From an optimization exercise on the open Yosys and OpenROAD flow, aimed at small area; shortcuts taken in it are not production practice.
Power and IR drop assume default switching activity.

== red ==
## rpi433_core
module rpi433_core (
    input  wire        clk,
    input  wire        rst,
    input  wire        rx_in,
    input  wire        cmd_valid,
    input  wire [11:0] cmd,
    input  wire [15:0] rd_addr,
    output wire        tx_out,
    output wire        tx_busy,
    output wire        rx_done,
    output wire        rx_ovr,
    output wire        cmd_err,
    output wire [2:0]  rx_stat,
    output wire [4:0]  rx_cause,
    output wire [7:0]  rx_len,
    output wire [5:0]  rx_nbytes,
    output wire [15:0] min_low,
    output wire [15:0] min_high,
    output wire [7:0]  rd_data
);
Size: roughly 980 flip-flops, ~99 I/O pins, ~0.034 mm² of cells after synthesis.
clock: 12.0 ns
lec_check: 0
cap_margin: 20
core_margin: 2
core_utilization: 40
cts_buf_list: sky130_fd_sc_hd__clkbuf_8
cts_cluster_diameter: 50
cts_cluster_size: 18
slew_margin: 20
run.sh (not shown) runs the stock make flow with config.mk's settings and CLKGATE_MAP_FILE= SYNTH_SCRIPT=/design/flow/synth_recipe.tcl, a recipe that flattens the netlist after the stock synthesis.
Input-level comparison between blue and red:
-- flow/design.v --
<<< red, line 57
        endcase
    endfunction
    integer     q;
    reg [4:0]   ph;              
    reg [1:0]   txphase;         
>>> blue, line 57
        endcase
    endfunction
    reg [4:0]   ph;              
    reg [1:0]   txphase;         
<<< red, line 67
    reg [5:0]   txlen;
    reg [7:0]   txchk;           
    reg [255:0] txr;             
    reg [7:0]   txp;             
    reg         txpv;            
    reg [7:0]   txn;             
    reg         cmderr;
    reg [1:0]   rxphase;
>>> blue, line 66
    reg [5:0]   txlen;
    reg [7:0]   txchk;           
    reg [255:0] txq;             
    reg         cmderr;
    reg [1:0]   rxphase;
<<< red, line 98
    reg [6:0]   minlow, minhigh;
    reg         rxdone, rxovr;
    reg  [7:0] tx_frame_byte;
    always @* begin
>>> blue, line 94
    reg [6:0]   minlow, minhigh;
    reg         rxdone, rxovr;
    wire [7:0] tx_tap = txq[255:248];
    reg  [7:0] tx_frame_byte;
    always @* begin
<<< red, line 103
            G_SIG:   tx_frame_byte = sig_byte(txcnt[1:0]);
            G_LEN:   tx_frame_byte = {2'b00, txlen};
            G_PAY:   tx_frame_byte = txn ^ key_byte(txcnt[3:0]);
            default: tx_frame_byte = txchk;
        endcase
>>> blue, line 100
            G_SIG:   tx_frame_byte = sig_byte(txcnt[1:0]);
            G_LEN:   tx_frame_byte = {2'b00, txlen};
            G_PAY:   tx_frame_byte = tx_tap ^ key_byte(txcnt[3:0]);
            default: tx_frame_byte = txchk;
        endcase
<<< red, line 136
                                   op > OP_ERRCLR) &&
                     !(do_txclr || do_txpush || do_txgo);
    wire [4:0] tx_wsl   = txlen[4:0] + ph + {4'd0, !txpv};    
    wire       tx_podd  = !(txlen[0] ^ ph[0]);                  
    wire       tx_dir   = do_txpush && !tx_podd;
    wire       tx_we    = txpv || tx_dir;
    wire [7:0] tx_wd    = txpv ? txp : arg;
    wire [4:0] tx_rsl   = txcnt[4:0] + ph;
    wire       tx_fetch = (tx_rsl[2:0] == 3'd7) && (txrg == G_LEN || (txrg == G_PAY && txbc == 3'd0));
    wire [6:0] diff     = (elapsed == 7'd127) ? 7'd127 : elapsed + 1'b1;
    wire       gate     = (rxphase != R_IDLE) && (diff > END_P);
>>> blue, line 133
                                   op > OP_ERRCLR) &&
                     !(do_txclr || do_txpush || do_txgo);
    wire [5:0] tx_sigpos = {1'b0, txcnt[1:0], txbc} + txlen;
    wire tx_rot  = tx_bit && ((txrg == G_SIG && !tx_sigpos[5]) || (txbc == 3'd7 && txrg == G_PAY));
    wire txq_en  = do_txpush || tx_rot;
    wire [6:0] diff     = (elapsed == 7'd127) ? 7'd127 : elapsed + 1'b1;
    wire       gate     = (rxphase != R_IDLE) && (diff > END_P);
<<< red, line 187
    wire rxovr_h  = do_rxack ? 1'b0 : rxovr;
    always @(posedge clk) begin
        for (q = 0; q < 32; q = q + 1)
            txr[8*q +: 8] <= (q[0] == 1'b0 && tx_we && tx_wsl[4:1] == q[4:1]) ? tx_wd
                                                                           : txr[8*((q+31)%32) +: 8];
        txp <= arg;
        if (tx_fetch)
            txn <= txr[8*{tx_rsl[4:3], 3'd7} +: 8];
        bank0 <= {bank0[247:128], (wr16 && disp)  ? pend : bank0[127:120],
                  bank0[119:0],   (wr0 && disp)   ? pend : bank0[255:248]};
>>> blue, line 180
    wire rxovr_h  = do_rxack ? 1'b0 : rxovr;
    always @(posedge clk) begin
        if (txq_en)
            txq <= {txq[247:0], do_txpush ? arg : txq[255:248]};
        bank0 <= {bank0[247:128], (wr16 && disp)  ? pend : bank0[127:120],
                  bank0[119:0],   (wr0 && disp)   ? pend : bank0[255:248]};
<<< red, line 249
            txlevel  <= 1'b0;
            txlen    <= 6'd0;
            txpv     <= 1'b0;
            txchk    <= 8'h00;
            cmderr   <= 1'b0;
>>> blue, line 238
            txlevel  <= 1'b0;
            txlen    <= 6'd0;
            txchk    <= 8'h00;
            cmderr   <= 1'b0;
<<< red, line 282
            else if (tx_bit)
                txlevel <= ~txlevel;
            txpv <= do_txpush && tx_podd;
            if (do_txclr) begin
                txlen <= 6'd0;
>>> blue, line 270
            else if (tx_bit)
                txlevel <= ~txlevel;
            if (do_txclr) begin
                txlen <= 6'd0;
Results
Area: blue vs red -> blue smaller. The final reports for blue and red show power in the clock group lower in the former. Taking blue as 1.0, red lands at 1.14 on number of buffers created by CTS. In blue the switching power turned out 10% lower than in red. Compared with red, detailed-placement wirelength estimate in blue decreased by more than 10%. Total power on blue is ahead of red. | total global routing track utilization | blue vs red | 2.0 points lower |.
No functional check of the RTL was part of any run of this note.

==> re-timing with driven ports <==
The flow's constraints put no driver on any port. The routed layouts listed below were extracted and timed again, unchanged, in two steps.
Step 1, drivers: a clkbuf_16 drives clk and a buf_2 each remaining input, both assumed.
Step 2 moves the port delays by t, midway between the first and last clock arrival at a register: inputs arrive t later, outputs are due t later. That takes back most of the time a late clock gives input paths.
Slacks: ideal / step 1 / step 2; pairs: ideal / step 1.
run	shift t [ns]	setup WS [ns]	slew at the worst register clock pin (ns)
red	0.780	2.989 / 2.957 / 2.957	0.11 / 0.11
blue	0.729	3.089 / 3.068 / 3.068	0.11 / 0.11
After both steps every run listed still meets setup and hold. For red, which loses most, drivers alone change the setup slack by -0.032 ns; drivers and shift together by -0.032 ns.
